Background: an optimization exercise with open tools, aiming at small area, a short achievable clock period and few clock cycles. Do not read the settings as production practice. Function was checked by simulation only, so behaviour that the tests miss may differ from the original.

// st_unit
module st_unit (
    input             clk,
    input             rst,
    input             cmd_valid,
    output reg        cmd_ready,
    input      [1:0]  cmd_op,
    input      [2:0]  cmd_sel,
    input      [31:0] cmd_x,
    input      [31:0] cmd_n,
    input      [47:0] cmd_mean,
    input      [63:0] cmd_m2,
    output reg        rsp_valid,
    output reg [31:0] rsp_n,
    output reg [47:0] rsp_mean,
    output reg [63:0] rsp_m2,
    output     [63:0] rsp_std,
    output reg        rsp_sat
);
Size in the first run: ~9800 cells after synthesis, about 1700 flip-flops, about 400 I/O pins.
Settings: LEC_CHECK=0, ABC_CLOCK_PERIOD_IN_PS=6000, CAP_MARGIN=20, CORE_MARGIN=2, CORE_UTILIZATION=60, SETUP_SLACK_MARGIN=3, SLEW_MARGIN=20; clock period 11.0 ns.
run.sh (not shown) runs the stock make flow with config.mk's settings and CLKGATE_MAP_FILE= SYNTH_SCRIPT=/design/flow/synth_recipe.tcl, a recipe that flattens the netlist after the stock synthesis.
The baseline completed with no timing, DRC or antenna violations.
Testbench counts at the start, summed over its fixed seeds: cycles 27,761.
Next try:
--- a/flow/design.v
+++ b/flow/design.v
@@ -108,37 +108,63 @@
     wire [63:0] dvd      = is_obs ? {16'd0, d_abs} : cur_m2;
     wire [DW-1:0] dvd_ext = {{(DW-64){1'b0}}, dvd};
     reg  [NS-1:0] dvd_nz;
     always @* begin
         dvd_nz = {NS{1'b0}};
         for (j = 0; j < DNS; j = j + 1) dvd_nz[j] = |dvd_ext[j*DK +: DK];
     end
+    wire [NS-1:0] dv_top = top1(dvd_nz);
+    reg  [DK-1:0] dv_tdig;
+    always @* begin
+        dv_tdig = {DK{1'b0}};
+        for (j = 0; j < DNS; j = j + 1)
+            dv_tdig = dv_tdig | ({DK{dv_top[j]}} & dvd_ext[j*DK +: DK]);
+    end
+    reg  [NS-1:0] m2_nz;
+    always @* begin
+        m2_nz = {NS{1'b0}};
+        for (j = 0; j < DNS; j = j + 1)
+            m2_nz[j] = |({{(DW-64){1'b0}}, cur_m2} >> (j*DK)) & {DK{1'b1}};
+    end
+    wire [NS-1:0] m2_top = top1(m2_nz);
+    reg  [DK-1:0] m2_tdig, m2_nxt;
+    always @* begin
+        m2_tdig = {DK{1'b0}};
+        m2_nxt  = {DK{1'b0}};
+        for (j = 0; j < DNS; j = j + 1) begin
+            m2_tdig = m2_tdig | ({DK{m2_top[j]}} & (({{(DW-64){1'b0}}, cur_m2} >> (j*DK)) & {DK{1'b1}}));
+            if (j > 0)
+                m2_nxt = m2_nxt | ({DK{m2_top[j]}} & (({{(DW-64){1'b0}}, cur_m2} >> ((j-1)*DK)) & {DK{1'b1}}));
+        end
+    end
+    wire sk = ~is_obs & ~m2_top[0] &
+              ((cur_n[31:5] != 27'd0) | ({1'b0, m2_tdig} + 5'd2 <= cur_n[4:0]));
     wire [DW-1:0] A_ext = {{(DW-64){1'b0}}, A};
     wire [DK-1:0] dv_bits = nb;
     reg  [31:0]   dv_r;
     reg  [DK-1:0] dv_q;
     reg  [33:0]   dv_rs;
     reg  [34:0]   dv_t1, dv_t2, dv_t3;
+    reg           dv_g1, dv_g2, dv_g3;
     integer t;
     always @* begin
         dv_r = R[31:0];
         for (t = DK/2 - 1; t >= 0; t = t - 1) begin
             dv_rs = {dv_r, dv_bits[2*t+1 -: 2]};
             dv_t1 = {1'b0, dv_rs} - {3'b0, D[31:0]};
             dv_t2 = {1'b0, dv_rs} - {2'b0, D[31:0], 1'b0};
             dv_t3 = {1'b0, dv_rs} - {1'b0, D3};
-            if (!dv_t3[34]) begin
-                dv_q[2*t+1 -: 2] = 2'd3; dv_r = dv_t3[31:0];
-            end else if (!dv_t2[34]) begin
-                dv_q[2*t+1 -: 2] = 2'd2; dv_r = dv_t2[31:0];
-            end else if (!dv_t1[34]) begin
-                dv_q[2*t+1 -: 2] = 2'd1; dv_r = dv_t1[31:0];
-            end else begin
-                dv_q[2*t+1 -: 2] = 2'd0; dv_r = dv_rs[31:0];
-            end
+            dv_g3 = ~dv_t3[34];
+            dv_g2 = ~dv_t2[34];
+            dv_g1 = ~dv_t1[34];
+            dv_q[2*t+1 -: 2] = {dv_g2, dv_g3 | (dv_g1 & ~dv_g2)};
+            dv_r = ({32{dv_g3}}           & dv_t3[31:0]) |
+                   ({32{dv_g2 & ~dv_g3}}  & dv_t2[31:0]) |
+                   ({32{dv_g1 & ~dv_g2}}  & dv_t1[31:0]) |
+                   ({32{~dv_g1}}          & dv_rs[31:0]);
         end
     end
     reg [DW-1:0] A_qw;
     always @* begin
         for (j = 0; j < DNS; j = j + 1)
             A_qw[j*DK +: DK] = oh[j] ? dv_q : A_ext[j*DK +: DK];
     end
@@ -201,15 +227,15 @@
     reg [NS-1:0] noh;
     always @* begin
         ns  = state;
         noh = oh >> 1;
         case (state)
         S_IDLE: ;
         S_SETUP: begin
-            noh = top1(dvd_nz);
+            noh = sk ? (m2_top >> 1) : dv_top;
             if (!setup_wait)
                 case (c_op)
                 OP_OBSERVE: ns = S_DIV;
                 OP_STDDEV:  ns = n_lt2 ? S_IDLE : S_VDIV;
                 default:    ns = S_IDLE;
                 endcase
         end
@@ -217,21 +243,21 @@
         S_MFIN:  ns = S_WB;
         S_VDIV:  if (oh[0]) ns = S_IDLE;
         S_WB:    ns = S_IDLE;
         default: ns = S_IDLE;
         endcase
         if (accept) ns = S_SETUP;
     end
-    wire [DW-1:0] nb_src = (state == S_SETUP) ? dvd_ext : A_ext;
-    reg  [DK-1:0] nb_nx;
+    reg  [DK-1:0] nb_dv;
     always @* begin
-        nb_nx = {DK{1'b0}};
+        nb_dv = {DK{1'b0}};
         for (j = 0; j < DNS; j = j + 1)
-            nb_nx = nb_nx | ({DK{noh[j]}} & nb_src[j*DK +: DK]);
+            nb_dv = nb_dv | ({DK{noh[j]}} & A_ext[j*DK +: DK]);
     end
+    wire [DK-1:0] nb_nx = (state == S_SETUP) ? (sk ? m2_nxt : dv_tdig) : nb_dv;
     wire [1:0] op_nx = accept ? cmd_op : c_op;
     wire ready_nx = (ns == S_IDLE) | (ns == S_WB) |
                     ((ns == S_SETUP) & op_nx[0] & (tl_nx == 5'd0)) |
                     ((ns == S_VDIV) & noh[0]);
     always @(posedge clk) begin
         if (rst) begin
             state     <= S_IDLE;
@@ -279,15 +305,15 @@
             SR   <= 41'd0;
             Q    <= 40'd0;
         end else begin
             SR   <= sq_r;
             Q    <= sq_q;
         end
         if (state == S_SETUP) begin
-            R    <= 32'd0;
+            R    <= sk ? {{(32-DK){1'b0}}, m2_tdig} : 32'd0;
             pS   <= ~{{(PW-48){1'b0}}, d_abs};
             pC   <= {{(PW-1){1'b0}}, 1'b1};
             md_a <= {DK{1'b0}};
             md_q <= {DK{1'b0}};
         end else begin
             R    <= dv_r;
             pS   <= cs_s;
Flip-flop and latch count stays the same; design area is higher by 1.9%; register-to-register slack is worse by 0.14 ns; worst hold slack is better by 0.048 ns; clock skew is higher by 0.0041 ns.
Testbench counts after the change, summed over its fixed seeds: cycles 27,351.

-- separate check: timing with driven ports --
In the flow no input, the clock included, has a driving cell. The finished layouts below were timed again as built, in two steps.
Step 1 sets driving cells, clkbuf_16 on the clock port and buf_2 on the other inputs (assumed; they add their load-dependent delay and slew).
Step 2 also shifts input and output timing later by t, the mid clock arrival at the registers, as if the neighbouring blocks saw the same clock.
Slacks: ideal / step 1 / step 2; pairs: ideal / step 1.
run	shift t [ns]	slack for setup (ns)	worst hold slack (ns)	worst setup path after step 2
the first run	0.972	2.894 / 2.894 / 2.894	0.456 / 0.456 / 0.456	register to register
the second run	0.942	2.754 / 2.754 / 2.754	0.504 / 0.504 / 0.504	register to register
After both steps every run listed still meets setup and hold.
